What follows belongs to an exercise in optimizing a design on an open flow for small area, a short achievable clock period and few clock cycles; a production flow would make more cautious choices.
Where RTL was checked, it was by simulation tests only, not by an equivalence proof against the original.
For runs 1 to 4, only the layout was checked, not whether the RTL still works.
Power figures rest on the tool's default switching activity, not on a simulated workload.

File: flow/run.sh
#!/bin/bash
# synth_recipe.tcl (not shown) runs the flow's synth.tcl, then flattens the netlist and writes it again
# the make line also repeats each setting of config.mk as NAME=value (left out here)
make -C /OpenROAD-flow-scripts/flow DESIGN_CONFIG=/design/flow/config.mk WORK_HOME=/design/flow/orfs CLKGATE_MAP_FILE= SYNTH_SCRIPT=/design/flow/synth_recipe.tcl finish
File: flow/config.mk
export PLATFORM = sky130hd
export DESIGN_NAME = zc_demod
export DESIGN_NICKNAME = zc_demod
export VERILOG_FILES = /design/flow/design.v
export SDC_FILE = /design/flow/constraint.sdc
export NUM_CORES = 4
export LEC_CHECK = 0
export CAP_MARGIN = 20
export CORE_MARGIN = 2
export CORE_UTILIZATION = 40
export PLACE_DENSITY = 0.6
export SLEW_MARGIN = 20
export SYNTH_HIERARCHICAL = 1
File: flow/constraint.sdc
create_clock -name core_clock -period 15.0 [get_ports {clk}]
set_input_delay 3.0000 -clock core_clock [delete_from_list [all_inputs] [get_ports {clk}]]
set_output_delay 3.0000 -clock core_clock [all_outputs]
set_load 0.01 [all_outputs]
File: flow/design.v
module zc_demod (
    input  wire        clk,
    input  wire        rst,
    input  wire        cmd_valid,
    input  wire [31:0] cmd_data,
    output wire        cmd_ready,
    output reg         out_valid,
    output reg  [31:0] out_data,
    output wire [8:0]  status,
    output wire [63:0] sample_count
);
    localparam [16:0] LAST_IDX = 17'd99999;    
    localparam [1:0] FSM_SEARCH = 2'd0, FSM_LOCKED = 2'd1, FSM_CAPT = 2'd2;
    localparam [1:0] S_IDLE = 2'd0, S_HDR = 2'd1, S_DATA = 2'd2, S_END = 2'd3;
    localparam [1:0] PH_START = 2'd0, PH_ALIGN = 2'd1, PH_RUN = 2'd2;
    function automatic [7:0] cat_id(input [2:0] e);
        case (e)
            3'd0: cat_id = 8'h21;  3'd1: cat_id = 8'h12;
            3'd2: cat_id = 8'h07;  3'd3: cat_id = 8'h33;
            3'd4: cat_id = 8'h44;  3'd5: cat_id = 8'h55;
            3'd6: cat_id = 8'h66;  default: cat_id = 8'h77;
        endcase
    endfunction
    reg [1:0]  st;
    reg        rdy;              
    reg        ctrl_inv, ctrl_raw, ill, halt;
    reg [2:0]  cause;
    reg [1:0]  fsm;
    reg [16:0] idx;
    reg [1:0]  phase;
    reg        pol;
    reg [16:0] run_start;
    reg [46:0] hist0;
    reg [62:0] hist1;
    reg [38:0] hist2;
    reg [5:0]  fill0, fill1, fill2;    
    reg [6:0]  eff0, eff1, eff2;       
    reg        cv0, cv1, cv2;
    reg [2:0]  marks0;                 
    reg [2:0]  marks1;                 
    reg [1:0]  marks2;                 
    reg [2:0]  lk_e;
    reg [1:0]  lk_ch;
    reg        lk_inv;
    reg [7:0]  flen;
    reg [7:0]  byte_sr;
    reg [2:0]  bit_cnt;
    reg        dle_pend;
    reg [16:0] fr_start;
    reg [16:0] fr_end1;          
    reg [31:0] ring [0:50];
    reg [5:0]  ptr;              
    reg [7:0]  pbyte;            
    reg        pend;
    reg [5:0]  pend_w;           
    reg [1:0]  pend_l;           
    reg [2:0]  widx;
    reg [5:0]  wj;
    reg        post_lock;
    reg [2:0]  post_e;
    reg [1:0]  post_ch;
    reg        post_inv;
    integer i;
    assign cmd_ready    = rdy;
    assign status       = {ctrl_raw, ctrl_inv, ill, cause, halt, fsm};
    assign sample_count = {47'd0, idx};
    wire ev_reset, ev_ill, ev_pe, ev_start, ev_align, ev_run, ev_smp;
    wire ev_inv, ev_raw, ev_eos, ev_iof, s_pol;
    zc_dec u_dec (
        .cmd_valid(cmd_valid), .cmd_data(cmd_data), .rdy(rdy), .halt(halt),
        .ctrl_inv(ctrl_inv), .phase(phase), .pol(pol),
        .ev_reset(ev_reset), .ev_ill(ev_ill), .ev_pe(ev_pe), .ev_start(ev_start),
        .ev_align(ev_align), .ev_run(ev_run), .ev_smp(ev_smp), .ev_inv(ev_inv),
        .ev_raw(ev_raw), .ev_eos(ev_eos), .ev_iof(ev_iof), .s_pol(s_pol)
    );
    wire [16:0] idx_inc = idx + 17'd1;
    wire        at_last = (idx == LAST_IDX);
    wire hold0, bit0, mk0, hold1, bit1, mk1, hold2, bit2, mk2;
    wire b0, b1, b2;
    wire any_lock, g_inv, cap, emit;
    wire [2:0] g_e;
    wire [1:0] g_ch;
    wire [7:0] sr_new;
    wire byte_done, byte_drop, coal_hit;
    zc_pp u_pp (
        .eff0(eff0), .eff1(eff1), .eff2(eff2), .cv0(cv0), .cv1(cv1), .cv2(cv2),
        .hist0(hist0), .hist1(hist1), .hist2(hist2),
        .fill0(fill0), .fill1(fill1), .fill2(fill2),
        .marks0(marks0), .marks1(marks1), .marks2(marks2),
        .fsm(fsm), .lk_e(lk_e), .lk_ch(lk_ch), .lk_inv(lk_inv),
        .byte_sr(byte_sr), .bit_cnt(bit_cnt), .dle_pend(dle_pend), .flen(flen),
        .hold0(hold0), .bit0(bit0), .mk0(mk0), .hold1(hold1), .bit1(bit1), .mk1(mk1),
        .hold2(hold2), .bit2(bit2), .mk2(mk2), .b0(b0), .b1(b1), .b2(b2),
        .any_lock(any_lock), .g_e(g_e), .g_ch(g_ch), .g_inv(g_inv), .cap(cap), .emit(emit),
        .sr_new(sr_new), .byte_done(byte_done), .byte_drop(byte_drop), .coal_hit(coal_hit)
    );
    wire [7:0]  proto  = lk_inv ? (8'd0 - cat_id(lk_e)) : cat_id(lk_e);
    wire [5:0]  nfull  = flen[7:2];
    wire [5:0]  nwd    = nfull + {5'd0, flen[1:0] != 2'd0};
    wire        ring_wr = pend && (ptr == pend_w);
    wire [31:0] ring_in;
    assign ring_in[7:0]   = (ring_wr && pend_l == 2'd0) ? pbyte : ring[0][7:0];
    assign ring_in[15:8]  = (ring_wr && pend_l == 2'd1) ? pbyte : ring[0][15:8];
    assign ring_in[23:16] = (ring_wr && pend_l == 2'd2) ? pbyte : ring[0][23:16];
    assign ring_in[31:24] = (ring_wr && pend_l == 2'd3) ? pbyte : ring[0][31:24];
    wire        wpart  = (wj == nfull);
    wire [31:0] ring_rd = {wpart                           ? 8'd0 : ring_in[31:24],
                           (wpart && flen[1:0] != 2'd3)    ? 8'd0 : ring_in[23:16],
                           (wpart && !flen[1])             ? 8'd0 : ring_in[15:8],
                           ring_in[7:0]};
    wire [16:0] fr_end = fr_end1 - 17'd1;
    reg [31:0] hdr_word;
    always @* begin
        case (widx)
            3'd0:    hdr_word = {4'h8, 3'b000, ctrl_raw, proto, 8'h00, flen};
            3'd1:    hdr_word = {15'd0, fr_start};
            3'd3:    hdr_word = {15'd0, fr_end};
            default: hdr_word = 32'd0;
        endcase
    end
    wire data_last = (ptr == wj) && (wj == nwd - 6'd1);
    always @(posedge clk) begin
        for (i = 0; i < 50; i = i + 1)
            ring[i] <= ring[i + 1];
        ring[50] <= ring_in;
    end
    task clear_frame;
        begin
            flen     <= 8'd0;
            bit_cnt  <= 3'd0;
            dle_pend <= 1'b0;
            pend     <= 1'b0;
        end
    endtask
    task do_capture;
        begin
            fr_end1 <= idx;
            fsm     <= FSM_CAPT;
            byte_sr <= sr_new;
            bit_cnt <= bit_cnt + 3'd1;
            if (byte_done) begin
                if (byte_drop) begin
                    dle_pend <= 1'b0;
                end else begin
                    pbyte  <= sr_new;
                    pend   <= 1'b1;
                    pend_w <= flen[7:2];
                    pend_l <= flen[1:0];
                    flen     <= flen + 8'd1;
                    dle_pend <= coal_hit;
                end
            end
        end
    endtask
    task do_lock(input [2:0] e, input [1:0] k, input inv);
        begin
            clear_frame;
            lk_e     <= e;
            lk_ch    <= k;
            lk_inv   <= inv;
            fsm      <= FSM_LOCKED;
            fr_start <= run_start;
            fr_end1  <= idx;
        end
    endtask
    task do_halt(input [2:0] why);
        begin
            clear_frame;
            fsm       <= FSM_SEARCH;
            phase     <= PH_START;
            cv0       <= 1'b0;
            cv1       <= 1'b0;
            cv2       <= 1'b0;
            halt      <= 1'b1;
            cause     <= why;
            out_valid <= 1'b1;
            out_data  <= {4'h9, 25'd0, why};
        end
    endtask
    task reset_all;
        begin
            clear_frame;
            st       <= S_IDLE;
            rdy      <= 1'b1;
            ctrl_inv <= 1'b0;
            ctrl_raw <= 1'b0;
            ill      <= 1'b0;
            halt     <= 1'b0;
            cause    <= 3'd0;
            fsm      <= FSM_SEARCH;
            idx      <= 17'd0;
            phase    <= PH_START;
            fill0    <= 6'd0;
            fill1    <= 6'd0;
            fill2    <= 6'd0;
            cv0      <= 1'b0;
            cv1      <= 1'b0;
            cv2      <= 1'b0;
            marks0   <= 3'd0;
            marks1   <= 3'd0;
            marks2   <= 2'd0;
            ptr      <= 6'd0;
        end
    endtask
    always @(posedge clk) begin
        out_valid <= 1'b0;
        out_data  <= ring_rd;
        ptr       <= (ptr == 6'd50) ? 6'd0 : ptr + 6'd1;
        if (ring_wr) pend <= 1'b0;
        if (rst || ev_reset) begin
            reset_all;
        end else begin
            case (st)
            S_IDLE: begin
                if (ev_ill) ill <= 1'b1;
                if (ev_inv) ctrl_inv <= cmd_data[0];
                if (ev_raw) ctrl_raw <= cmd_data[0];
                if (ev_eos) do_halt(3'd1);
                if (ev_iof) do_halt(3'd3);
                if (ev_start) phase <= PH_ALIGN;
                if (ev_start || ev_smp || ev_pe) pol <= s_pol;
                if (ev_align) begin
                    phase     <= PH_RUN;
                    eff0      <= 7'd1;
                    eff1      <= 7'd1;
                    eff2      <= 7'd1;
                    run_start <= idx;
                end
                if (ev_run) begin
                    if (eff0 != 7'd127) eff0 <= eff0 + 7'd1;
                    if (eff1 != 7'd127) eff1 <= eff1 + 7'd1;
                    if (eff2 != 7'd127) eff2 <= eff2 + 7'd1;
                end
                if (ev_smp) begin
                    idx <= idx_inc;
                    if (at_last) do_halt(3'd2);
                end
                if (ev_pe) begin
                    cv0  <= hold0;
                    eff0 <= hold0 ? eff0 + 7'd1 : 7'd1;
                    if (bit0) begin
                        marks0 <= 3'd0;
                        hist0  <= {hist0[45:0], b0};
                        if (fill0 != 6'd47) fill0 <= fill0 + 6'd1;
                    end
                    if (mk0 && marks0 != 3'd7) marks0 <= marks0 + 3'd1;
                    cv1  <= hold1;
                    eff1 <= hold1 ? eff1 + 7'd1 : 7'd1;
                    if (bit1) begin
                        marks1 <= 3'd0;
                        hist1  <= {hist1[61:0], b1};
                        if (fill1 != 6'd63) fill1 <= fill1 + 6'd1;
                    end
                    if (mk1 && marks1 != 3'd5) marks1 <= marks1 + 3'd1;
                    cv2  <= hold2;
                    eff2 <= hold2 ? eff2 + 7'd1 : 7'd1;
                    if (bit2) begin
                        marks2 <= 2'd0;
                        hist2  <= {hist2[37:0], b2};
                        if (fill2 != 6'd39) fill2 <= fill2 + 6'd1;
                    end
                    if (mk2 && marks2 != 2'd3) marks2 <= marks2 + 2'd1;
                    if (emit) begin
                        if (cap) do_capture;
                        post_lock <= any_lock;
                        post_e    <= g_e;
                        post_ch   <= g_ch;
                        post_inv  <= g_inv;
                        widx      <= 3'd0;
                        st        <= S_HDR;
                        rdy       <= 1'b0;
                    end else begin
                        idx       <= idx_inc;
                        run_start <= idx;
                        if (any_lock)  do_lock(g_e, g_ch, g_inv);
                        else if (cap)  do_capture;
                        if (at_last) do_halt(3'd2);
                    end
                end
            end
            S_HDR: begin
                out_valid <= 1'b1;
                out_data  <= hdr_word;
                widx      <= widx + 3'd1;
                wj        <= 6'd0;
                if (widx == 3'd4) st <= S_DATA;
            end
            S_DATA: begin
                if (ptr == wj) begin
                    out_valid <= 1'b1;
                    wj        <= wj + 6'd1;
                end
                if (data_last) begin
                    idx       <= idx_inc;
                    run_start <= idx;
                    if (post_lock) begin
                        do_lock(post_e, post_ch, post_inv);
                    end else begin
                        clear_frame;
                        fsm <= FSM_SEARCH;
                    end
                    st  <= at_last ? S_END : S_IDLE;
                    rdy <= !at_last;
                end
            end
            default: begin  
                do_halt(3'd2);
                st  <= S_IDLE;
                rdy <= 1'b1;
            end
            endcase
        end
    end
endmodule
module zc_dec (
    input  wire        cmd_valid,
    input  wire [31:0] cmd_data,
    input  wire        rdy,
    input  wire        halt,
    input  wire        ctrl_inv,
    input  wire [1:0]  phase,
    input  wire        pol,
    output wire        ev_reset,     
    output wire        ev_ill,       
    output wire        ev_pe,        
    output wire        ev_start,     
    output wire        ev_align,     
    output wire        ev_run,       
    output wire        ev_smp,       
    output wire        ev_inv,
    output wire        ev_raw,
    output wire        ev_eos,
    output wire        ev_iof,
    output wire        s_pol
);
    localparam [1:0] PH_START = 2'd0, PH_ALIGN = 2'd1, PH_RUN = 2'd2;
    wire c_nop    = (cmd_data == 32'h0000_0000);
    wire c_sample = (cmd_data[31:16] == 16'h1000);
    wire c_setinv = (cmd_data[31:1] == 31'h1000_0000);
    wire c_setraw = (cmd_data[31:1] == 31'h1800_0000);
    wire c_eos    = (cmd_data == 32'h4000_0000);
    wire c_iofail = (cmd_data == 32'h5000_0000);
    wire c_reset  = (cmd_data == 32'hF000_0000);
    wire c_ill    = !(c_nop | c_sample | c_setinv | c_setraw | c_eos | c_iofail | c_reset);
    wire accept = cmd_valid && rdy;
    wire run    = accept && !halt;
    wire s_zero = (cmd_data[15:0] == 16'd0);
    assign s_pol = ctrl_inv ? (cmd_data[15] | s_zero) : !cmd_data[15];
    wire pe_if1    = (phase == PH_RUN) && !pol;
    wire pe_if0    = (phase == PH_RUN) && pol;
    wire pulse_end = s_pol ? pe_if1 : pe_if0;
    assign ev_reset = accept && c_reset;
    assign ev_ill   = accept && c_ill;
    assign ev_pe    = run && c_sample && pulse_end;
    assign ev_smp   = run && c_sample && !pulse_end;
    assign ev_start = run && c_sample && (phase == PH_START);
    assign ev_align = run && c_sample && (phase == PH_ALIGN) && !pol && s_pol;
    assign ev_run   = run && c_sample && (phase == PH_RUN) && !pulse_end;
    assign ev_inv   = run && c_setinv;
    assign ev_raw   = run && c_setraw;
    assign ev_eos   = run && c_eos;
    assign ev_iof   = run && c_iofail;
endmodule
module zc_pp (
    input  wire [6:0]  eff0, eff1, eff2,
    input  wire        cv0, cv1, cv2,
    input  wire [46:0] hist0,
    input  wire [62:0] hist1,
    input  wire [38:0] hist2,
    input  wire [5:0]  fill0, fill1, fill2,
    input  wire [2:0]  marks0,
    input  wire [2:0]  marks1,
    input  wire [1:0]  marks2,
    input  wire [1:0]  fsm,
    input  wire [2:0]  lk_e,
    input  wire [1:0]  lk_ch,
    input  wire        lk_inv,
    input  wire [7:0]  byte_sr,
    input  wire [2:0]  bit_cnt,
    input  wire        dle_pend,
    input  wire [7:0]  flen,
    output wire        hold0, bit0, mk0, hold1, bit1, mk1, hold2, bit2, mk2,
    output wire        b0, b1, b2,
    output wire        any_lock,
    output wire [2:0]  g_e,
    output wire [1:0]  g_ch,
    output wire        g_inv,
    output wire        cap,
    output wire        emit,
    output wire [7:0]  sr_new,
    output wire        byte_done,
    output wire        byte_drop,
    output wire        coal_hit
);
    localparam [1:0] FSM_SEARCH = 2'd0, FSM_LOCKED = 2'd1, FSM_CAPT = 2'd2;
    localparam [47:0] PAT0 = 48'h6969_6969_6910;
    localparam [63:0] PAT1 = 64'hA5F0_3C96_E14B_7D28;
    localparam [31:0] PAT3 = 32'hB34F_0A5C;
    localparam [39:0] PAT5 = 40'hE8_1D4B_2796;
    localparam [39:0] PAT6 = 40'h17_E2B4_D869;
    function automatic [7:0] cat_flen(input [2:0] e);
        case (e)
            3'd0: cat_flen = 8'd204;  3'd1: cat_flen = 8'd24;
            3'd2: cat_flen = 8'd20;   3'd3: cat_flen = 8'd18;
            3'd4: cat_flen = 8'd40;   3'd5: cat_flen = 8'd64;
            3'd6: cat_flen = 8'd30;   default: cat_flen = 8'd50;
        endcase
    endfunction
    function automatic [7:0] cat_minl(input [2:0] e);
        case (e)
            3'd0: cat_minl = 8'd20;  3'd1: cat_minl = 8'd8;
            3'd2: cat_minl = 8'd3;   3'd3: cat_minl = 8'd4;
            3'd4: cat_minl = 8'd5;   3'd5: cat_minl = 8'd10;
            3'd6: cat_minl = 8'd2;   default: cat_minl = 8'd6;
        endcase
    endfunction
    function automatic cat_msb(input [2:0] e);
        case (e)
            3'd1, 3'd3, 3'd6, 3'd7: cat_msb = 1'b0;
            default:                cat_msb = 1'b1;
        endcase
    endfunction
    function automatic cat_coal_en(input [2:0] e);
        case (e)
            3'd0, 3'd2, 3'd3, 3'd4: cat_coal_en = 1'b1;
            default:                cat_coal_en = 1'b0;
        endcase
    endfunction
    function automatic [7:0] cat_coal(input [2:0] e);
        case (e)
            3'd0, 3'd4: cat_coal = 8'h10;
            default:    cat_coal = 8'h7E;
        endcase
    endfunction
    assign hold0 = (eff0 <= 7'd7);
    assign bit0  = (eff0 >= 7'd8)  && (eff0 <= 7'd12);
    assign mk0   = (eff0 >= 7'd18) && (eff0 <= 7'd22);
    assign hold1 = (eff1 <= 7'd14);
    assign bit1  = (eff1 >= 7'd15) && (eff1 <= 7'd24);
    assign mk1   = (eff1 >= 7'd35) && (eff1 <= 7'd44);
    assign hold2 = (eff2 <= 7'd29);
    assign bit2  = (eff2 >= 7'd30) && (eff2 <= 7'd49);
    assign mk2   = (eff2 >= 7'd70) && (eff2 <= 7'd89);
    assign b0 = !cv0;
    assign b1 = !cv1;
    assign b2 = !cv2;
    wire f0_48 = (fill0 >= 6'd47);
    wire f0_32 = (fill0 >= 6'd31);
    wire f1_64 = (fill1 >= 6'd63);
    wire f2_40 = (fill2 >= 6'd39);
    wire a0n = f0_48 && (hist0[46:0] ==  PAT0[47:1]);
    wire a0i = f0_48 && (hist0[46:0] == ~PAT0[47:1]);
    wire a3n = f0_32 && (hist0[30:0] ==  PAT3[31:1]);
    wire a3i = f0_32 && (hist0[30:0] == ~PAT3[31:1]);
    wire a1n = f1_64 && (hist1[62:0] ==  PAT1[63:1]);
    wire a1i = f1_64 && (hist1[62:0] == ~PAT1[63:1]);
    wire a5n = f2_40 && (hist2[38:0] ==  PAT5[39:1]);
    wire a5i = f2_40 && (hist2[38:0] == ~PAT5[39:1]);
    wire a6n = f2_40 && (hist2[38:0] ==  PAT6[39:1]);
    wire a6i = f2_40 && (hist2[38:0] == ~PAT6[39:1]);
    wire       hit0  = b0 ? (a0i | a3i) : (a0n | a3n);
    wire [2:0] hte0  = b0 ? (a0i ? 3'd0 : 3'd3) : (a0n ? 3'd0 : 3'd3);
    wire       hit1  = b1 ? a1i : a1n;
    wire       hit2  = b2 ? (a6n | a5i) : (a5n | a6i);
    wire [2:0] hte2  = b2 ? (a6n ? 3'd6 : 3'd5) : (a5n ? 3'd5 : 3'd6);
    wire       hti2  = b2 ? !a6n : !a5n;
    wire mh0 = (marks0 == 3'd6);
    wire mh1 = (marks1 == 3'd4);
    wire mh2 = (marks2 == 2'd2);
    wire lock0 = (bit0 && hit0) || (mk0 && mh0);
    wire lock1 = (bit1 && hit1) || (mk1 && mh1);
    wire lock2 = (bit2 && hit2) || (mk2 && mh2);
    wire [2:0] le0 = bit0 ? hte0 : 3'd7;
    wire       li0 = bit0 && b0;
    wire [2:0] le1 = bit1 ? 3'd1 : 3'd4;
    wire       li1 = bit1 && b1;
    wire [2:0] le2 = bit2 ? hte2 : 3'd2;
    wire       li2 = bit2 && hti2;
    assign any_lock = lock0 | lock1 | lock2;
    assign     g_e   = lock2 ? le2 : lock1 ? le1 : le0;
    assign     g_ch  = lock2 ? 2'd2 : lock1 ? 2'd1 : 2'd0;
    assign       g_inv = lock2 ? li2 : lock1 ? li1 : li0;
    wire active = (fsm != FSM_SEARCH);
    wire cap0 = bit0 && !hit0;
    wire cap1 = bit1 && !hit1 && !lock0;
    wire cap2 = bit2 && !hit2 && !lock0 && !lock1;
    assign cap  = active && (lk_ch == 2'd0 ? cap0 : lk_ch == 2'd1 ? cap1 : cap2);
    wire       cb_raw   = (lk_ch == 2'd0) ? b0 : (lk_ch == 2'd1) ? b1 : b2;
    wire       cbit     = cb_raw ^ lk_inv;
    assign     sr_new   = cat_msb(lk_e) ? {byte_sr[6:0], cbit} : {cbit, byte_sr[7:1]};
    assign       byte_done = (bit_cnt == 3'd7);
    assign       coal_hit = cat_coal_en(lk_e) && (sr_new == cat_coal(lk_e));
    assign       byte_drop = coal_hit && dle_pend;
    wire       app      = byte_done && !byte_drop;
    wire       full_if  = (flen + 8'd1 == cat_flen(lk_e));
    wire       gt_min0  = (flen > cat_minl(lk_e));
    wire       gt_min1  = (flen >= cat_minl(lk_e));
    wire cap_full = cap && app && full_if;
    wire lock_emit = any_lock &&
                     (cap ? (app ? gt_min1 : gt_min0) : (fsm == FSM_CAPT && gt_min0));
    assign emit = cap_full || lock_emit;
endmodule
==> run notes, run 1 <==
outcome complete, no violations; number of core rows 131; crit path kind in -> reg; YS warnings 9; top cells by area, synth dfxtp_1 (68%), edfxtp_1 (16%), mux2_2 (1.3%); Final Power 0.0102 W; Internal 0.00815 W; Leakage 22.4 nW; IO Count 142; clk sinks 2012; delay of the slowest cell on the worst path 0.78 ns; max_slew headroom 31.5%; top cell type's share of synthesized area 67.9%; unique cell type count in the Yosys netlist 93; # setup viols final 0; CTS Hold Bufs 0; worst slack, placed 7.83 ns; fillers 10900; layout cells sized above 1 10.9%; post-CTS setup buffer count 0; Max FO, Critical Path 31; synthesized area 0.0514 mm2; register share of total power 53.9%; Final Hold Vio Count 0; count of pins over their slew limit 0; Hold Crit Class reg -> reg; core area 0.128 mm2; area grow syn2layout 17.1%; Crit. End Element register; most frequent cell after synthesis dfxtp_1; Clk pwr share 44.9%; largest net degree at the start of global routing 64; Post-synth top flop dfxtp_1; Die ar. 0.131 mm2; FMAX 158 MHz; MaxCap Viol Count 0; vias in the first global route 23200; Residual DRC 0; DIE WIDTH 363 um; initial antenna violation count 4; Avg WL per Cell 15.1 um; Sw Share 19.9%; Period minus WS final 6.34 ns; cell at the slowest stage of the critical path o2111a_1; Worst Tran Pin Value 0.999 ns; WHS 0.284 ns; post-placement cell area 0.0541 mm2; sequential fraction of the synthesis area 83.5%; Multi-input gate area 0.00780 mm2; Die H 363 um; fin crit share 42.3%; top cell type by total area after synthesis dfxtp_1; grt total ovfl 0; clk latency of the worst-skew pair 0.79 ns; Setup TNS Final 0 ns; WL final 80300 um; clk_skew 0.0592 ns; Post-synth EDFFs 268; total CTS buffers 177; sequential cell area 0.0430 mm2; CTS tree yes; Via density 4.46; Post-DRT Antenna Nets 0; P per Cell Area 169 mW/mm2; Clock Path Buffers 3; post-cts sizing count 0; Net Sw Power 0.00203 W; Critical Path AT 6.78 ns; cell count after synthesis 3284; HPWL after DPL 48500 um; Comb pwr share 1.3%; total track usage 12.3%; first-pass GRT wire length 128000 um; asr flop ratio synth 0%; RSZ-0062 raised after global routing no; Final GP Congestion 0.821; DR iter-0 viols 1344; most frequent cells after synthesis dfxtp_1 (1744), edfxtp_1 (268), nor2_1 (123), nand2_1 (115), o21ai_0 (66); Port Buffers 94; Mean Syn Cell Area 15.7 um2; clk root buf clkbuf_16; Cell Chain, Critical Path clkdlybuf4s50_1 > nor4_1 > nand3_1 > nor3_2 > nand2b_1 > nor4b_4 > buf_4 > nor2_1 > nor2_1 > o2111a_1 > a21boi_2 > buf_4; Final WS setup 8.66 ns; WP data required 15.43 ns; vias 23700; CTS H-tree lvls 4; startpoint types input port; drt pass-1 iters 5; Initial Util 40.3%; cell area after layout 0.0602 mm2; VDD IR max 0.106 mV; Synth Register Bits 2012; NumNets Final 3577; Worst-path clk slew 0.06 ns
[flip-flops by register name (all words and copies together) (netlist names), 8 cells and up]
signal,flops
flen,8
run_start,17
fr_start,17
out_data,32
byte_sr,8
hist2,39
ring,1632
hist1,63
idx,17
pbyte,8
fr_end1,17
hist0,47
[modules after synthesis (local to each module, per instance)]
| module | cells | flip-flops and latches |
|---|---|---|
| zc_pp | 294 | 0 |
| zc_dec | 40 | 0 |
| zc_demod | 2950 | 2012 |
[area by class of cell]
type | instances | area share, %
Sequential cell | 2012 | 71.3
Clock inverter | 73 | 1.55
Tap cell | 1662 | 3.45
Timing Repair Buffer | 108 | 1.74
Antenna cell | 2 | 0.00831
Clock buffer | 254 | 8.58
Inverter | 59 | 0.368
Multi-Input combinational cell | 1148 | 13.0
[per-layer routing]
metal / track usage, % / vias to the layer above / wire length [um]
met5: 0 / - / 0
met4: 5.29 / 0 / 2570
met3: 3.03 / 191 / 3980
met2: 17.3 / 483 / 32900
met1: 17.9 / 11400 / 40900
li1: - / 11600 / -
[cell usage in the layout (no fill, tap or decap), types with 15 or more instances in the layout]
cell type        Yosys  layout
mux2_2              59      59
ha_1                36      36
nand2_1            115     115
clkbuf_8             0      34
nand3_1             52      52
and3_1              16      16
nand4_1             35      35
a22oi_1             18      18
a21oi_1             63      62
clkinv_2             0      29
nor2_1             123     120
nor4b_1             24      24
nor2b_1             20      19
edfxtp_1           268     268
dfxtp_1           1744    1744
mux2i_1             30      30
xor2_1              50      50
inv_1               58      58
clkbuf_1            40      38
clkbuf_16            0     182
conb_1               1      47
nor4bb_1            21      21
o22ai_1             19      19
nor4_1              17      17
o31ai_1             15      15
clkdlybuf4s50_1      0      94
o21ai_0             66      66
xnor2_1             38      38
nor3_1              39      39
[power by group through the flow]
stage | clock [W] | combinational, W | sequential (W)
floorplan | 0 | 0.0000908 | 0.00560
global placement | 0 | 0.000126 | 0.00561
detailed placement | 0 | 0.000128 | 0.00561
CTS | 0.00471 | 0.000129 | 0.00549
global route | 0.00492 | 0.000140 | 0.00549
finish | 0.00457 | 0.000128 | 0.00549
[stage by stage]
step,std cells,util [%]
finish,5318,47.2
CTS,5316,47.2
floorplan,3330,-
detailed placement,4989,42.4
global route,5316,47.2
global placement,4989,42.4
[cell families (layout without fill, tap and decap cells)]
kind of cell	count (synthesis)	in the layout	share of synthesized area, %
buf+inv	170	494	1.71
xor+xnor	88	88	1.50
other cells	1	49	0.00729
simple gates	589	589	6.59
fa+ha+maj	36	36	0.876
flops	2012	2012	83.5
compound gates	297	297	3.86
mux	91	91	1.93
[final timing paths]
path                              startpoint           end  slack, ns  depth (start not counted)
worst max-delay path            cmd_data[19]   fr_start[5]       8.66                         12
worst min-delay path            ring[33][23]  ring[32][23]       0.28                          0
worst max register to register       lk_e[1]  out_data[20]       9.55                         14
worst min register to register  ring[33][23]  ring[32][23]       0.28                          0
[critical path, delay by kind of cell]
kind / cells / cell delay [ns]
buffers and inverters: 3 / 1.10
AO/OA/AOI/OAI: 2 / 1.16
AND/OR/NAND/NOR: 7 / 1.47
==> run 2: changes to the inputs <==
==> flow/flow/run.sh (new file) <==
#!/bin/bash
# Standard layout, with repair_timing asked for more setup slack than the
# clock period needs, so that it shortens the critical paths.
set -euo pipefail
bash standard.sh finish SETUP_SLACK_MARGIN=10 > make_finish.log 2>&1
==> flow/standard.sh (new file) <==
#!/bin/bash
# synth_recipe.tcl (not shown) runs the flow's synth.tcl, then flattens the netlist and writes it again
# the make line also repeats each setting of config.mk as NAME=value (left out here)
make -C /OpenROAD-flow-scripts/flow DESIGN_CONFIG=/design/flow/config.mk WORK_HOME=/design/flow/orfs CLKGATE_MAP_FILE= SYNTH_SCRIPT=/design/flow/synth_recipe.tcl "${@:-finish}"
--- a/flow/config.mk
+++ b/flow/config.mk
@@ -8,6 +8,8 @@
 export CAP_MARGIN = 20
 export CORE_MARGIN = 2
 export CORE_UTILIZATION = 40
+export CTS_CLUSTER_DIAMETER = 70
+export CTS_CLUSTER_SIZE = 24
 export PLACE_DENSITY = 0.6
 export SLEW_MARGIN = 20
 export SYNTH_HIERARCHICAL = 1
removed: flow/run.sh
==> run notes, run 2 <==
CP delay by family, top compound AO/OA/AOI/OAI gates; IO Count 142; DIE WIDTH 363 um; leading cell types in the layout, fill and taps excluded dfxtp_1 (1742), edfxtp_1 (268), nor2_1 (109), clkbuf_16 (107), nand2_1 (105); Reg with most FFs ring; Worst Tran Pin Value 1.18 ns; top cell type by total area after synthesis dfxtp_1; Comb pwr share 1.8%; vias in the first global route 22500; Synth Register Bits 2012; max reg flops 1632; CTS H-tree lvls 3; Sw Share 20.2%; synthesized area 0.0514 mm2; Mean Syn Cell Area 15.7 um2; WL final 81900 um; first-pass GRT wire length 126000 um; Final GP Congestion 0.806; sequential fraction of the synthesis area 83.5%; YS warnings 9; DR iter-0 viols 1610; Die H 363 um; clk_skew 0.0375 ns; commonest non-fill, non-tap cell in the layout dfxtp_1; Cell Chain, Critical Path clkdlybuf4s50_1 > nand3b_1 > nand2b_4 > a31oi_1 > nor2_4 > buf_6 > o32a_4 > buf_12 > o31ai_2 > a21oi_1; Multi-input gate area 0.00853 mm2; asr flop ratio synth 0%; worst slack, placed 7.93 ns; WHS 0.312 ns; count of pins over their slew limit 0; clk sinks 2012; startpoint types input port; Regs by FF count ring x1632, hist1 x63, hist0 x47; register share of total power 64.4%; layout cells sized above 1 12.0%; most frequent cells after synthesis dfxtp_1 (1744), edfxtp_1 (268), nor2_1 (123), nand2_1 (115), o21ai_0 (66); delay of the slowest cell on the worst path 0.63 ns; NumNets Final 3583; Clock Path Buffers 3; VDD IR max 0.109 mV; Post-DRT Antenna Nets 0; clk root buf clkbuf_16; Period minus WS final 5.12 ns; M2 GR Usage 17.2%; top cell type's share of synthesized area 67.9%; WP data required 15.59 ns; top cells by area, synth dfxtp_1 (68%), edfxtp_1 (16%), mux2_2 (1.3%); core area 0.128 mm2; Clk pwr share 33.8%; GRT Max-Usage Layer met1; Finished Layout Cells 5207; Critical Path AT 5.72 ns; largest net degree at the start of global routing 64; Initial Util 40.3%; Worst-path clk slew 0.09 ns; Setup TNS Final 0 ns; P per Cell Area 145 mW/mm2; area grow syn2layout 14.0%; total track usage 12.1%; sequential cell area 0.0430 mm2; max_slew headroom 21.3%; clk latency of the worst-skew pair 0.71 ns; HPWL after DPL 48800 um; Max FO, Critical Path 7; GR Util met1 18.2%; crit path kind in -> reg; MaxCap Viol Count 0; Residual DRC 0; Internal 0.00680 W; Hold Crit Class reg -> reg; initial antenna violation count 4; Via density 4.54; fin crit share 34.2%; Final Hold Vio Count 0; unique cell type count in the Yosys netlist 93; outcome complete, no violations; cell count after synthesis 3284; Net Sw Power 0.00172 W; Leakage 21.4 nW; vias 23600; Final WS setup 9.88 ns; CTS Hold Bufs 0; worst path bufs/invs 3; Avg WL per Cell 15.7 um; total CTS buffers 100; fillers 11000; Post-synth top flop dfxtp_1; Crit. End Element register; FMAX 195 MHz; grt total ovfl 0; CTS tree yes; Die ar. 0.131 mm2; cell at the slowest stage of the critical path clkdlybuf4s50_1; Port Buffers 94; most frequent cell after synthesis dfxtp_1; drt pass-1 iters 6; RSZ-0062 raised after global routing yes; # setup viols final 0; Post-synth EDFFs 268; placed cells 4988; met3 Usage GRT 2.48%; number of core rows 131
==> run 2: cell counts after synthesis <==
No cell type changed its count.
==> run 2: path summary, 6_finish.rpt <==
path | start | to | slack, ns | depth (start not counted)
max reg2reg | lk_e[2] | fr_end1[4] | 10.23 | 10
min reg2reg | ring[16][8] | ring[15][8] | 0.31 | 0
min | ring[16][8] | ring[15][8] | 0.31 | 0
max | cmd_data[28] | idx[13] | 9.88 | 10
==> run 2: final cells by class <==
class | count | area share (%)
flip-flops and latches | 2012 | 73.3
multi-input cells | 1153 | 14.5
clock buffers | 111 | 4.41
well taps | 1662 | 3.55
repair buffers | 185 | 3.27
clock inverters | 23 | 0.567
inverters | 59 | 0.384
repair inverters | 1 | 0.0128
diodes | 1 | 0.00427
==> run 2: kinds of logic after synthesis <==
| kind of cell | count (synthesis) | share of synthesized area (%) |
|---|---|---|
| flops | 2012 | 83.5 |
| simple gates | 589 | 6.59 |
| compound gates | 297 | 3.86 |
| buf+inv | 170 | 1.71 |
| mux | 91 | 1.93 |
| xor+xnor | 88 | 1.50 |
| fa+ha+maj | 36 | 0.876 |
| other cells | 1 | 0.00729 |
==> run 2: per-module statistics from Yosys, one instance, submodules excluded <==
module | cells | flops+latches
zc_dec | 40 | 0
zc_pp | 294 | 0
zc_demod | 2950 | 2012
==> run 2: per-stage QoR <==
step / total power [W] / area [um2] / utilization, %
2_1_floorplan: 0.00570 / 51900 / -
3_3_place_gp: 0.00574 / 54300 / 42.6
3_5_place_dp: 0.00574 / 54300 / 42.6
4_1_cts: 0.00862 / 57800 / 45.3
5_1_grt: 0.00884 / 58600 / 46.0
6_report: 0.00852 / 58700 / 46.0
==> run 2: metal layers <==
| metal | share of wire (%) | vias to the layer above |
|---|---|---|
| met2 | 41 | 521 |
| met5 | 0 | - |
| li1 | - | 11600 |
| met1 | 51 | 11400 |
| met4 | 2.9 | 0 |
| met3 | 5.5 | 135 |
==> run 2: power by group through the flow <==
stage                     Combinational [W]  Clock, W  Sequential, W
after floorplan                   0.0000972         0        0.00560
after global placement             0.000132         0        0.00561
after detailed placement           0.000133         0        0.00561
after CTS                          0.000143   0.00299        0.00548
after global routing               0.000166   0.00319        0.00549
final                              0.000155   0.00288        0.00548
==> run 2: timing repair <==
action                                 4_1_cts  5_1_grt
endpoints found under the hold margin        0        0
gates resized for setup                    118      107
pin swaps                                   36       47
setup endpoints to repair                  410      359
setup buffers                               37       35
gates cloned                                 7        5
==> run 3: changes to the inputs <==
--- a/flow/config.mk
+++ b/flow/config.mk
@@ -8,8 +8,8 @@
 export CAP_MARGIN = 20
 export CORE_MARGIN = 2
 export CORE_UTILIZATION = 40
-export CTS_CLUSTER_DIAMETER = 70
-export CTS_CLUSTER_SIZE = 24
+export CTS_CLUSTER_DIAMETER = 100
+export CTS_CLUSTER_SIZE = 30
 export PLACE_DENSITY = 0.6
 export SLEW_MARGIN = 20
 export SYNTH_HIERARCHICAL = 1
==> run notes, run 3 <==
vias 23500; VDD IR max 0.124 mV; cell at the slowest stage of the critical path or4_1; top cell type by total area after synthesis dfxtp_1; asr flop ratio synth 0%; area grow syn2layout 12.6%; FMAX 195 MHz; Die ar. 0.131 mm2; Port Buffers 94; fin crit share 34.1%; Crit. End Element register; Post-synth EDFFs 268; leading cell types in the layout, fill and taps excluded dfxtp_1 (1742), edfxtp_1 (268), nor2_1 (108), nand2_1 (107), clkbuf_16 (85); Hold Crit Start ring[26][26]; cell count after synthesis 3284; Max FO, Critical Path 8; largest net degree at the start of global routing 64; Final GP Congestion 0.806; HPWL after DPL 48800 um; Post-synth top flop dfxtp_1; core area 0.128 mm2; Hold Crit Class reg -> reg; clk root buf clkbuf_16; clk sinks 2012; WP data required 15.63 ns; Final Power 0.00817 W; count of pins over their slew limit 0; CTS H-tree lvls 3; delay of the slowest cell on the worst path 0.49 ns; Critical Path AT 5.75 ns; Leakage 21.1 nW; top cell type's share of synthesized area 67.9%; YS warnings 9; Final Hold Vio Count 0; Initial Util 40.3%; Via density 4.54; total track usage 12.1%; Residual DRC 0; P per Cell Area 141 mW/mm2; drt pass-1 iters 6; most frequent cell after synthesis dfxtp_1; total CTS buffers 78; Worst-path clk slew 0.11 ns; layout cells sized above 1 11.0%; top cells by area, synth dfxtp_1 (68%), edfxtp_1 (16%), mux2_2 (1.3%); IO Count 142; unique cell type count in the Yosys netlist 93; Cell Chain, Critical Path buf_2 > nor4_4 > nand4_4 > o21ai_4 > xor2_2 > nor4b_4 > buf_12 > nor2b_4 > nor2_4 > o32a_4 > or4_1 > a21oi_1; CTS tree yes; RSZ-0062 raised after global routing yes; Die H 363 um; MaxCap Viol Count 0; CTS Hold Bufs 0; synthesized area 0.0514 mm2; Regs by FF count ring x1632, hist1 x63, hist0 x47; max_slew headroom 29.5%; Avg WL per Cell 15.7 um; Mean Syn Cell Area 15.7 um2; NumNets Final 3555; WL final 81400 um; startpoint types input port; outcome complete, no violations; Clock Path Buffers 3; clk latency of the worst-skew pair 0.70 ns; Synth Register Bits 2012; crit path kind in -> reg; DIE WIDTH 363 um; Post-DRT Antenna Nets 0; most frequent cells after synthesis dfxtp_1 (1744), edfxtp_1 (268), nor2_1 (123), nand2_1 (115), o21ai_0 (66); Setup crit start cmd_data[10]; Setup TNS Final 0 ns; reg2reg start lk_e[0]; Period minus WS final 5.12 ns; vias in the first global route 22300; clk_skew 0.0399 ns; grt total ovfl 0; commonest non-fill, non-tap cell in the layout dfxtp_1; sequential fraction of the synthesis area 83.5%; Reg with most FFs ring; # setup viols final 0; Worst Tran Pin Value 1.05 ns; first-pass GRT wire length 125000 um; initial antenna violation count 3; max reg flops 1632; DR iter-0 viols 1701; number of core rows 131
-- run 3: cell count changes in the layout (fill, tap and decap cells not counted), moves of 4 or more --
cell and change:
o21ai_2 -4, mux2_4 +7, buf_4 -8, clkbuf_16 -22
mux2_2 -7, inv_12 -4, or3_4 +4
-- run 3: cells by family (layout without fill, tap and decap cells) --
logic type | Yosys count | after routing | share of synthesized area (%)
DFF | 2012 | 2012 | 83.5
xor gates and xnor gates | 88 | 88 | 1.50
other | 1 | 48 | 0.00729
and+or+nand+nor | 589 | 593 | 6.59
AOI/OAI and AO/OA | 297 | 301 | 3.86
muxes | 91 | 91 | 1.93
buffers and inverters | 170 | 339 | 1.71
adders and majority gates | 36 | 36 | 0.876
-- run 3: per-layer routing --
metal  part of all wire [%]  GRT usage, %  vias to the layer above  routed length (um)
met5                      0             0                        -                   0
met4                    2.4          4.09                        0                1960
met3                    5.1          2.35                      122                4160
met2                     41          17.3                      492               33500
met1                     51          18.1                    11400               41800
li1                       -             -                    11500                   -
-- run 3: critical path, delay by kind of cell --
family / cells / cell delay, ns
AO/OA/AOI/OAI: 3 / 0.71
XOR/XNOR: 1 / 0.19
buffers and inverters: 2 / 0.27
AND/OR/NAND/NOR: 6 / 1.56
-- run 3: final cells by class --
class                      count  area [um2]
fill                       11100       69600
sequential                  2012       43000
multi-input combinational   1156        8560
tap                         1662        2080
clock buffer                  93        2070
timing repair buffer         176        1830
inverter                      59         225
clock inverter                10         171
timing repair inverter         1        5.00
antenna                        1        2.50
-- run 3: worst paths after layout --
| path | slack [ns] | cells after the start | end |
|---|---|---|---|
| worst max-delay path | 9.88 | 12 | idx[10] |
| worst min-delay path | 0.31 | 0 | ring[25][26] |
| worst max register to register | 10.23 | 10 | fr_end1[9] |
| worst min register to register | 0.31 | 0 | ring[25][26] |
-- run 3: where the power goes --
group	switching (W)	internal (W)	total (W)	leakage, nW
registers	0.0000180	0.00547	0.00549	15.9
logic	0.0000970	0.0000641	0.000161	4.11
clock network	0.00151	0.00102	0.00252	1.09
total	0.00162	0.00655	0.00817	21.1
-- run 3: repair_timing --
action / 4_1_cts / 5_1_grt
gates resized for setup: 122 / 101
pin swaps: 38 / 35
buffers inserted: 36 / 28
endpoints found under the setup margin: 411 / 333
gates cloned: 8 / 6
-- run 3: metrics by stage --
step | utilization, % | setup slack (ns) | hold slack [ns] | cells | instance area, um2
5_1_grt | 45.4 | 9.81 | 0.310 | 5169 | 57900
4_1_cts | 44.8 | 9.99 | 0.306 | 5135 | 57100
3_5_place_dp | 42.6 | 7.93 | 0.312 | 4988 | 54300
3_3_place_gp | 42.6 | 7.90 | 0.310 | 4987 | 54300
2_1_floorplan | - | 9.17 | 0.310 | 3330 | 51900
6_report | 45.4 | 9.88 | 0.309 | 5170 | 57900
-- run 3: per-module statistics from Yosys, one instance, submodules excluded --
module / cell area, um2 / flip-flops and latches / times used / cells inside
zc_demod: 49000 / 2012 / 1 / 2950
zc_dec: 302 / 0 / 1 / 40
zc_pp: 2100 / 0 / 1 / 294
==> run 4: changes to the inputs <==
--- a/flow/design.v
+++ b/flow/design.v
@@ -21,6 +21,40 @@
             3'd6: cat_id = 8'h66;  default: cat_id = 8'h77;
         endcase
     endfunction
+    function automatic [7:0] cat_flen(input [2:0] e);
+        case (e)
+            3'd0: cat_flen = 8'd204;  3'd1: cat_flen = 8'd24;
+            3'd2: cat_flen = 8'd20;   3'd3: cat_flen = 8'd18;
+            3'd4: cat_flen = 8'd40;   3'd5: cat_flen = 8'd64;
+            3'd6: cat_flen = 8'd30;   default: cat_flen = 8'd50;
+        endcase
+    endfunction
+    function automatic [7:0] cat_minl(input [2:0] e);
+        case (e)
+            3'd0: cat_minl = 8'd20;  3'd1: cat_minl = 8'd8;
+            3'd2: cat_minl = 8'd3;   3'd3: cat_minl = 8'd4;
+            3'd4: cat_minl = 8'd5;   3'd5: cat_minl = 8'd10;
+            3'd6: cat_minl = 8'd2;   default: cat_minl = 8'd6;
+        endcase
+    endfunction
+    function automatic cat_msb(input [2:0] e);
+        case (e)
+            3'd1, 3'd3, 3'd6, 3'd7: cat_msb = 1'b0;
+            default:                cat_msb = 1'b1;
+        endcase
+    endfunction
+    function automatic cat_coal_en(input [2:0] e);
+        case (e)
+            3'd0, 3'd2, 3'd3, 3'd4: cat_coal_en = 1'b1;
+            default:                cat_coal_en = 1'b0;
+        endcase
+    endfunction
+    function automatic [7:0] cat_coal(input [2:0] e);
+        case (e)
+            3'd0, 3'd4: cat_coal = 8'h10;
+            default:    cat_coal = 8'h7E;
+        endcase
+    endfunction
     reg [1:0]  st;
     reg        rdy;              
     reg        ctrl_inv, ctrl_raw, ill, halt;
@@ -43,6 +77,9 @@
     reg [1:0]  lk_ch;
     reg        lk_inv;
     reg [7:0]  flen;
+    reg        a_msb, a_cen, a_c7e;      
+    reg        f_full;                   
+    reg        f_gt0, f_gt1;             
     reg [7:0]  byte_sr;
     reg [2:0]  bit_cnt;
     reg        dle_pend;
@@ -87,8 +124,9 @@
         .hist0(hist0), .hist1(hist1), .hist2(hist2),
         .fill0(fill0), .fill1(fill1), .fill2(fill2),
         .marks0(marks0), .marks1(marks1), .marks2(marks2),
-        .fsm(fsm), .lk_e(lk_e), .lk_ch(lk_ch), .lk_inv(lk_inv),
-        .byte_sr(byte_sr), .bit_cnt(bit_cnt), .dle_pend(dle_pend), .flen(flen),
+        .fsm(fsm), .lk_ch(lk_ch), .lk_inv(lk_inv),
+        .a_msb(a_msb), .a_cen(a_cen), .a_c7e(a_c7e), .f_full(f_full), .f_gt0(f_gt0), .f_gt1(f_gt1),
+        .byte_sr(byte_sr), .bit_cnt(bit_cnt), .dle_pend(dle_pend),
         .hold0(hold0), .bit0(bit0), .mk0(mk0), .hold1(hold1), .bit1(bit1), .mk1(mk1),
         .hold2(hold2), .bit2(bit2), .mk2(mk2), .b0(b0), .b1(b1), .b2(b2),
         .any_lock(any_lock), .g_e(g_e), .g_ch(g_ch), .g_inv(g_inv), .cap(cap), .emit(emit),
@@ -127,6 +165,9 @@
     task clear_frame;
         begin
             flen     <= 8'd0;
+            f_full   <= 1'b0;
+            f_gt0    <= 1'b0;
+            f_gt1    <= 1'b0;
             bit_cnt  <= 3'd0;
             dle_pend <= 1'b0;
             pend     <= 1'b0;
@@ -147,6 +188,9 @@
                     pend_w <= flen[7:2];
                     pend_l <= flen[1:0];
                     flen     <= flen + 8'd1;
+                    f_full   <= (flen + 8'd2 == cat_flen(lk_e));
+                    f_gt0    <= f_gt1;
+                    f_gt1    <= (flen + 8'd1 >= cat_minl(lk_e));
                     dle_pend <= coal_hit;
                 end
             end
@@ -156,6 +200,9 @@
         begin
             clear_frame;
             lk_e     <= e;
+            a_msb    <= cat_msb(e);
+            a_cen    <= cat_coal_en(e);
+            a_c7e    <= (cat_coal(e) == 8'h7E);
             lk_ch    <= k;
             lk_inv   <= inv;
             fsm      <= FSM_LOCKED;
@@ -372,13 +419,13 @@
     input  wire [2:0]  marks1,
     input  wire [1:0]  marks2,
     input  wire [1:0]  fsm,
-    input  wire [2:0]  lk_e,
+    input  wire        a_msb, a_cen, a_c7e,
+    input  wire        f_full, f_gt0, f_gt1,
     input  wire [1:0]  lk_ch,
     input  wire        lk_inv,
     input  wire [7:0]  byte_sr,
     input  wire [2:0]  bit_cnt,
     input  wire        dle_pend,
-    input  wire [7:0]  flen,
     output wire        hold0, bit0, mk0, hold1, bit1, mk1, hold2, bit2, mk2,
     output wire        b0, b1, b2,
     output wire        any_lock,
@@ -398,40 +445,6 @@
     localparam [31:0] PAT3 = 32'hB34F_0A5C;
     localparam [39:0] PAT5 = 40'hE8_1D4B_2796;
     localparam [39:0] PAT6 = 40'h17_E2B4_D869;
-    function automatic [7:0] cat_flen(input [2:0] e);
-        case (e)
-            3'd0: cat_flen = 8'd204;  3'd1: cat_flen = 8'd24;
-            3'd2: cat_flen = 8'd20;   3'd3: cat_flen = 8'd18;
-            3'd4: cat_flen = 8'd40;   3'd5: cat_flen = 8'd64;
-            3'd6: cat_flen = 8'd30;   default: cat_flen = 8'd50;
-        endcase
-    endfunction
-    function automatic [7:0] cat_minl(input [2:0] e);
-        case (e)
-            3'd0: cat_minl = 8'd20;  3'd1: cat_minl = 8'd8;
-            3'd2: cat_minl = 8'd3;   3'd3: cat_minl = 8'd4;
-            3'd4: cat_minl = 8'd5;   3'd5: cat_minl = 8'd10;
-            3'd6: cat_minl = 8'd2;   default: cat_minl = 8'd6;
-        endcase
-    endfunction
-    function automatic cat_msb(input [2:0] e);
-        case (e)
-            3'd1, 3'd3, 3'd6, 3'd7: cat_msb = 1'b0;
-            default:                cat_msb = 1'b1;
-        endcase
-    endfunction
-    function automatic cat_coal_en(input [2:0] e);
-        case (e)
-            3'd0, 3'd2, 3'd3, 3'd4: cat_coal_en = 1'b1;
-            default:                cat_coal_en = 1'b0;
-        endcase
-    endfunction
-    function automatic [7:0] cat_coal(input [2:0] e);
-        case (e)
-            3'd0, 3'd4: cat_coal = 8'h10;
-            default:    cat_coal = 8'h7E;
-        endcase
-    endfunction
     assign hold0 = (eff0 <= 7'd7);
     assign bit0  = (eff0 >= 7'd8)  && (eff0 <= 7'd12);
     assign mk0   = (eff0 >= 7'd18) && (eff0 <= 7'd22);
@@ -487,14 +500,14 @@
     assign cap  = active && (lk_ch == 2'd0 ? cap0 : lk_ch == 2'd1 ? cap1 : cap2);
     wire       cb_raw   = (lk_ch == 2'd0) ? b0 : (lk_ch == 2'd1) ? b1 : b2;
     wire       cbit     = cb_raw ^ lk_inv;
-    assign     sr_new   = cat_msb(lk_e) ? {byte_sr[6:0], cbit} : {cbit, byte_sr[7:1]};
+    assign     sr_new   = a_msb ? {byte_sr[6:0], cbit} : {cbit, byte_sr[7:1]};
     assign       byte_done = (bit_cnt == 3'd7);
-    assign       coal_hit = cat_coal_en(lk_e) && (sr_new == cat_coal(lk_e));
+    assign       coal_hit = a_cen && (sr_new == (a_c7e ? 8'h7E : 8'h10));
     assign       byte_drop = coal_hit && dle_pend;
     wire       app      = byte_done && !byte_drop;
-    wire       full_if  = (flen + 8'd1 == cat_flen(lk_e));
-    wire       gt_min0  = (flen > cat_minl(lk_e));
-    wire       gt_min1  = (flen >= cat_minl(lk_e));
+    wire       full_if  = f_full;
+    wire       gt_min0  = f_gt0;
+    wire       gt_min1  = f_gt1;
     wire cap_full = cap && app && full_if;
     wire lock_emit = any_lock &&
                      (cap ? (app ? gt_min1 : gt_min0) : (fsm == FSM_CAPT && gt_min0));
==> flow/flow/run.sh (replaced) <==
#!/bin/bash
# Standard layout (standard synthesis, floorplan, place, CTS, route), with
# repair_timing asked for more setup slack than the clock period needs, so
# that it shortens the critical paths, and port buffers that it can size.
set -euo pipefail
bash standard.sh finish SETUP_SLACK_MARGIN=10.5 "BUFFER_PORTS_ARGS=-buffer_cell sky130_fd_sc_hd__buf_2" > make_finish.log 2>&1
--- a/flow/config.mk
+++ b/flow/config.mk
@@ -8,8 +8,8 @@
 export CAP_MARGIN = 20
 export CORE_MARGIN = 2
 export CORE_UTILIZATION = 40
-export CTS_CLUSTER_DIAMETER = 100
-export CTS_CLUSTER_SIZE = 30
+export CTS_CLUSTER_DIAMETER = 70
+export CTS_CLUSTER_SIZE = 24
 export PLACE_DENSITY = 0.6
 export SLEW_MARGIN = 20
 export SYNTH_HIERARCHICAL = 1
==> run notes, run 4 <==
MaxCap Viol Count 0; Max FO, Critical Path 6; Leakage 21.7 nW; Port Buffers 94; clk latency of the worst-skew pair 0.70 ns; Worst-path clk slew 0.09 ns; Reg with most FFs ring; Post-synth EDFFs 271; Avg WL per Cell 16.7 um; crit path kind in -> reg; cell count after synthesis 3277; sequential cell area 0.0431 mm2; startpoint types input port; DIE WIDTH 363 um; count of pins over their slew limit 0; max_slew headroom 24.6%; Worst Tran Pin Value 1.12 ns; first-pass GRT wire length 134000 um; vias 24300; Die H 363 um; Internal 0.00670 W; total CTS buffers 96; top cell type's share of synthesized area 67.8%; Period minus WS final 5.28 ns; Clock Path Buffers 3; NumNets Final 3639; number of diodes 0; WP data required 15.59 ns; Via density 4.61; outcome complete, no violations; fin crit share 35.2%; IO Count 142; Synth Register Bits 2018; vias in the first global route 23400; unique cell type count in the Yosys netlist 98; Residual DRC 0; leading cell types in the layout, fill and taps excluded dfxtp_1 (1731), edfxtp_1 (271), nor2_1 (104), clkbuf_16 (99), buf_2 (90); initial antenna violation count 1; CTS H-tree lvls 3; Setup TNS Final 0 ns; cell area after layout 0.0594 mm2; FMAX 189 MHz; top cells by area, synth dfxtp_1 (68%), edfxtp_1 (16%), mux2_2 (1.5%); largest net degree at the start of global routing 28; Crit. End Element register; VDD IR max 0.103 mV; most frequent cell after synthesis dfxtp_1; HPWL after DPL 50700 um; YS warnings 8; drt pass-1 iters 5; area grow syn2layout 15.1%; Regs by FF count ring x1632, hist1 x63, hist0 x47; Hold Crit Class reg -> reg; P per Cell Area 140 mW/mm2; sequential fraction of the synthesis area 83.5%; final core occ 46.5%; DR iter-0 viols 1758; Clk pwr share 33.7%; Final GP Congestion 0.838; grt total ovfl 0; max reg flops 1632; asr flop ratio synth 0%; layout cells sized above 1 17.3%; Net Sw Power 0.00161 W; Multi-input gate area 0.00907 mm2; Mean Syn Cell Area 15.7 um2; clk_skew 0.0250 ns; Finished Layout Cells 5265; Final Power 0.00830 W; WL final 87700 um; commonest non-fill, non-tap cell in the layout dfxtp_1; Die ar. 0.132 mm2; Initial Util 40.4%; fillers 11000; # setup viols final 0; Post-DRT Antenna Nets 0; Comb pwr share 0.6%; number of core rows 131; Sw Share 19.4%; register share of total power 65.8%; synthesized area 0.0516 mm2; core area 0.128 mm2; placed cells 4974; post-placement cell area 0.0540 mm2; CTS tree yes; top cell type by total area after synthesis dfxtp_1; clk root buf clkbuf_16; most frequent cells after synthesis dfxtp_1 (1747), edfxtp_1 (271), nor2_1 (116), nand2_1 (97), o21ai_0 (83); Final Hold Vio Count 0; RSZ-0062 raised after global routing yes; clk sinks 2018; Critical Path AT 5.87 ns; total track usage 12.9%; Post-synth top flop dfxtp_1
-- run 4: critical path, cell delays in order --
cell and delay (ns):
buf_6 0.09, nor4_4 0.45, nand4_2 0.22, o21ai_4 0.23, xor2_2 0.20, nor4b_4 0.26, buf_4 0.20, nor2b_4 0.19
nor2_4 0.07, o211ai_1 0.17, buf_4 0.18, a21boi_4 0.06, buf_12 0.16, buf_12 0.13, a32o_1 0.23
-- run 4: logic make-up (layout without fill, tap and decap cells) --
family / count (synthesis) / in the layout / share of synthesized area, %
multiplexers: 93 / 95 / 1.98
buffers and inverters: 171 / 422 / 1.73
AO/OA/AOI/OAI: 306 / 310 / 3.97
XOR/XNOR: 79 / 79 / 1.34
adder cells (fa/ha/maj): 36 / 36 / 0.873
flip-flops: 2018 / 2018 / 83.5
other: 1 / 47 / 0.00727
AND/OR/NAND/NOR: 573 / 596 / 6.55
-- run 4: metal layers --
| metal | share of wire, % | up-vias | track usage [%] | wire (um) |
|---|---|---|---|---|
| met1 | 48 | 11700 | 18.3 | 41700 |
| li1 | - | 11800 | - | - |
| met2 | 42 | 589 | 18.8 | 37100 |
| met5 | 0.015 | - | 0 | 13 |
| met3 | 7.0 | 194 | 3.71 | 6130 |
| met4 | 3.1 | 2 | 4.62 | 2730 |
-- run 4: worst paths after layout --
kind	from	to	slack [ns]	depth (start not counted)
worst max-delay path	cmd_data[10]	out_data[19]	9.72	15
worst max register to register	flen[1]	fr_start[14]	10.56	13
worst min register to register	ring[2][9]	ring[1][9]	0.32	0
worst min-delay path	ring[2][9]	ring[1][9]	0.32	0
-- run 4: through the flow --
step                worst slack (ns)  hold WS (ns)
floorplan                       9.30         0.310
global placement                8.34         0.310
detailed placement              8.21         0.312
CTS                             9.84         0.305
global route                    9.68         0.310
finish                          9.72         0.315
-- run 4: modules after synthesis (local to each module, per instance) --
module,cells,copies in the design
zc_pp,229,1
zc_dec,40,1
zc_demod,3008,1
-- run 4: power by group through the flow --
stage | Sequential [W] | Combinational [W] | Clock (W)
3_5_place_dp | 0.00559 | 0.0000306 | 0
3_3_place_gp | 0.00559 | 0.0000302 | 0
4_1_cts | 0.00546 | 0.0000452 | 0.00289
2_1_floorplan | 0.00559 | 0.0000308 | 0
6_report | 0.00546 | 0.0000478 | 0.00280
5_1_grt | 0.00546 | 0.0000506 | 0.00308
-- run 4: timing repair --
| item | in CTS | in global routing |
|---|---|---|
| gates cloned | 41 | 3 |
| resized for setup | 197 | 106 |
| hold buffers | 0 | 0 |
| pin swaps | 71 | 46 |
| setup buffers | 75 | 39 |
| setup endpoints to repair | 446 | 445 |
| hold endpoints to repair | 0 | 0 |
-- run 4: cell type report --
| cell class | instances | area share, % |
|---|---|---|
| Timing Repair Buffer | 232 | 3.66 |
| Clock inverter | 17 | 0.369 |
| Tap cell | 1662 | 3.50 |
| Timing Repair inverter | 1 | 0.0126 |
| Clock buffer | 116 | 4.24 |
| Multi-Input combinational cell | 1163 | 15.3 |
| Sequential cell | 2018 | 72.6 |
| Inverter | 56 | 0.360 |
==> run 5: changes to the inputs <==
--- a/flow/design.v
+++ b/flow/design.v
@@ -93,6 +93,7 @@
     reg [1:0]  pend_l;           
     reg [2:0]  widx;
     reg [5:0]  wj;
+    reg [5:0]  lastw;            
     reg        post_lock;
     reg [2:0]  post_e;
     reg [1:0]  post_ch;
@@ -156,7 +157,7 @@
             default: hdr_word = 32'd0;
         endcase
     end
-    wire data_last = (ptr == wj) && (wj == nwd - 6'd1);
+    wire data_last = (ptr == wj) && (wj == lastw);
     always @(posedge clk) begin
         for (i = 0; i < 50; i = i + 1)
             ring[i] <= ring[i + 1];
@@ -221,7 +222,6 @@
             halt      <= 1'b1;
             cause     <= why;
             out_valid <= 1'b1;
-            out_data  <= {4'h9, 25'd0, why};
         end
     endtask
     task reset_all;
@@ -251,7 +251,12 @@
     endtask
     always @(posedge clk) begin
         out_valid <= 1'b0;
-        out_data  <= ring_rd;
+        case (st)
+            S_IDLE:  out_data <= {4'h9, 26'd0, cmd_data[30] ? {cmd_data[28], 1'b1} : 2'b10};
+            S_HDR:   out_data <= hdr_word;
+            S_DATA:  out_data <= ring_rd;
+            default: out_data <= {4'h9, 25'd0, 3'd2};
+        endcase
         ptr       <= (ptr == 6'd50) ? 6'd0 : ptr + 6'd1;
         if (ring_wr) pend <= 1'b0;
         if (rst || ev_reset) begin
@@ -327,7 +332,7 @@
             end
             S_HDR: begin
                 out_valid <= 1'b1;
-                out_data  <= hdr_word;
+                lastw     <= nwd - 6'd1;
                 widx      <= widx + 3'd1;
                 wj        <= 6'd0;
                 if (widx == 3'd4) st <= S_DATA;
==> run notes, run 5 <==
outcome complete, no violations; cell count after synthesis 3277; layout cells sized above 1 17.8%; Regs by FF count ring x1632, hist1 x63, hist0 x47; max_slew headroom 21.9%; top cell type by total area after synthesis dfxtp_1; startpoint types input port; Residual DRC 0; Synth Register Bits 2024; CTS tree yes; clk latency of the worst-skew pair 0.72 ns; drt pass-1 iters 5; commonest non-fill, non-tap cell in the layout dfxtp_1; NumNets Final 3640; WL final 87400 um; Hold Crit Class reg -> reg; Period minus WS final 5.07 ns; total CTS buffers 107; top cells by area, synth dfxtp_1 (68%), edfxtp_1 (16%), mux2_2 (1.4%); count of pins over their slew limit 0; max reg flops 1632; worst slack, placed 8.31 ns; Final GP Congestion 0.819; HPWL after DPL 50800 um; initial antenna violation count 4; top cell type's share of synthesized area 67.6%; first-pass GRT wire length 133000 um; crit path kind in -> reg; clk sinks 2024; DR iter-0 viols 1495; Die ar. 0.132 mm2; Mean Syn Cell Area 15.8 um2; total track usage 12.9%; vias 23900; Worst Tran Pin Value 1.16 ns; placed cells 5045; area grow syn2layout 16.1%; P per Cell Area 144 mW/mm2; most frequent cell after synthesis dfxtp_1; Post-synth top flop dfxtp_1; clk root buf clkbuf_16; largest net degree at the start of global routing 30; Avg WL per Cell 16.3 um; clk_skew 0.0287 ns; Crit. End Element register; Post-DRT Antenna Nets 0; Port Buffers 94; MaxCap Viol Count 0; asr flop ratio synth 0%; YS warnings 8; Clock Path Buffers 3; Reg with most FFs ring; Finished Layout Cells 5345; WP data required 15.60 ns; Initial Util 40.4%; Max FO, Critical Path 6; Die H 364 um; number of core rows 131; Worst-path clk slew 0.09 ns; vias in the first global route 23100; Via density 4.47; unique cell type count in the Yosys netlist 98; FMAX 197 MHz; most frequent cells after synthesis dfxtp_1 (1747), edfxtp_1 (277), nor2_1 (118), nand2_1 (113), o21ai_0 (67); IO Count 142; RSZ-0062 raised after global routing yes; sequential fraction of the synthesis area 83.7%; CTS Hold Bufs 0; Post-synth EDFFs 277; DIE WIDTH 364 um; Critical Path AT 5.67 ns; leading cell types in the layout, fill and taps excluded dfxtp_1 (1730), edfxtp_1 (277), clkbuf_16 (113), nor2_1 (101), nand2_1 (97); CTS H-tree lvls 3; grt total ovfl 0; fin crit share 33.8%; core area 0.128 mm2; synthesized area 0.0517 mm2; R2R Setup Slk 10.49 ns; # setup viols final 0; Setup TNS Final 0 ns; Final Hold Vio Count 0; Leakage 22.3 nW; VDD IR max 0.0955 mV; Final WS setup 9.93 ns
==> run 5: cell families after synthesis <==
family / count (synthesis) / synth area share [%]
other: 1 / 0.00725
buffers and inverters: 167 / 1.62
muxes: 101 / 2.12
adders and majority gates: 36 / 0.871
AOI/OAI and AO/OA: 267 / 3.48
and+or+nand+nor: 584 / 6.57
xor gates and xnor gates: 97 / 1.64
DFF: 2024 / 83.7
==> run 5: repair_timing <==
item	CTS	global route
cloned	25	9
pin swaps	48	54
gates resized for setup	157	93
setup endpoints to repair	428	414
setup buffers	67	43
==> run 5: layout make-up <==
class / count / area (um2)
diodes: 2 / 5.00
clock inverters: 36 / 498
multi-input cells: 1158 / 9070
repair inverters: 1 / 7.51
inverters: 56 / 214
repair buffers: 221 / 1990
flip-flops and latches: 2024 / 43300
clock buffers: 118 / 2790
well taps: 1729 / 2160
fillers: 10900 / 68000
==> run 5: per-module statistics from Yosys (local to each module, per instance) <==
module,area [um2],cells inside,copies in the design,flip-flops and latches
zc_demod,49800,3001,1,2024
zc_pp,1680,236,1,0
zc_dec,302,40,1,0
==> run 5: worst max-delay path, cell delays in order <==
cell	delay [ns]
buf_6	0.10
nor4_4	0.27
nand4_2	0.17
o21ai_4	0.25
xor2_2	0.19
nor4b_4	0.30
buf_12	0.16
buf_6	0.09
buf_6	0.08
buf_6	0.11
nand2_8	0.06
or2_4	0.31
nand2_2	0.06
or3_4	0.12
a21oi_4	0.08
mux2_4	0.31
==> run 5: layer usage <==
layer,global-route usage [%],wire (um),vias up
li1,-,-,11700
met1,18.1,42000,11600
met2,19.1,38000,413
met3,2.79,4320,148
met4,5.83,3080,4
met5,0,24,-
==> run 5: final timing paths <==
kind | startpoint | to | depth (start not counted)
max | cmd_data[8] | flen[0] | 16
min | ring[45][18] | ring[44][18] | 0
max reg2reg | hist1[51] | run_start[13] | 11
min reg2reg | ring[45][18] | ring[44][18] | 0
==> run 5: through the flow <==
stage                     area, um2  power (W)  hold WS (ns)  utilization [%]
after floorplan               52400    0.00564         0.310                -
final                         60100    0.00865         0.316             46.9
after global placement        54400    0.00564         0.310             42.5
after global routing          60100    0.00896         0.328             46.9
after CTS                     59200    0.00875         0.320             46.2
after detailed placement      54400    0.00564         0.312             42.5
==> run 5: power by group <==
part	internal (W)	switching (W)	total, W
clock network	0.00142	0.00170	0.00312
logic	0.0000221	0.0000312	0.0000533
registers	0.00548	0.00000354	0.00548
Testbench counts of run 5, summed over its fixed seeds: cycles 390,972.

re-timing with driven ports:
The results above use ideal ports. As a check the final layouts listed here were re-extracted and re-timed, cells and wires unchanged.
Step 1 sets driving cells, clkbuf_16 on the clock port and buf_2 on the other inputs (assumed; they add their load-dependent delay and slew).
Step 2 also shifts input and output timing later by t, the mid clock arrival at the registers, as if the neighbouring blocks saw the same clock.
a / b / c = no drivers / after step 1 / after step 2; a / b = the first two.
run | t (ns) | setup slack, ns | worst slew at a driven data input, ns
run 1 | 0.835 | 8.656 / 8.700 / 7.865 | 0.05
run 2 | 0.757 | 9.875 / 9.910 / 9.153 | 0.05
run 3 | 0.741 | 9.882 / 9.920 / 9.179 | 0.05
run 4 | 0.760 | 9.717 / 9.753 / 8.993 | 0.05
run 5 | 0.772 | 9.928 / 9.962 / 9.190 | 0.11
After both steps every run listed still meets setup and hold. The setup slack of run 1, which loses most, moves by +0.044 ns with the drivers and by -0.791 ns with both steps.
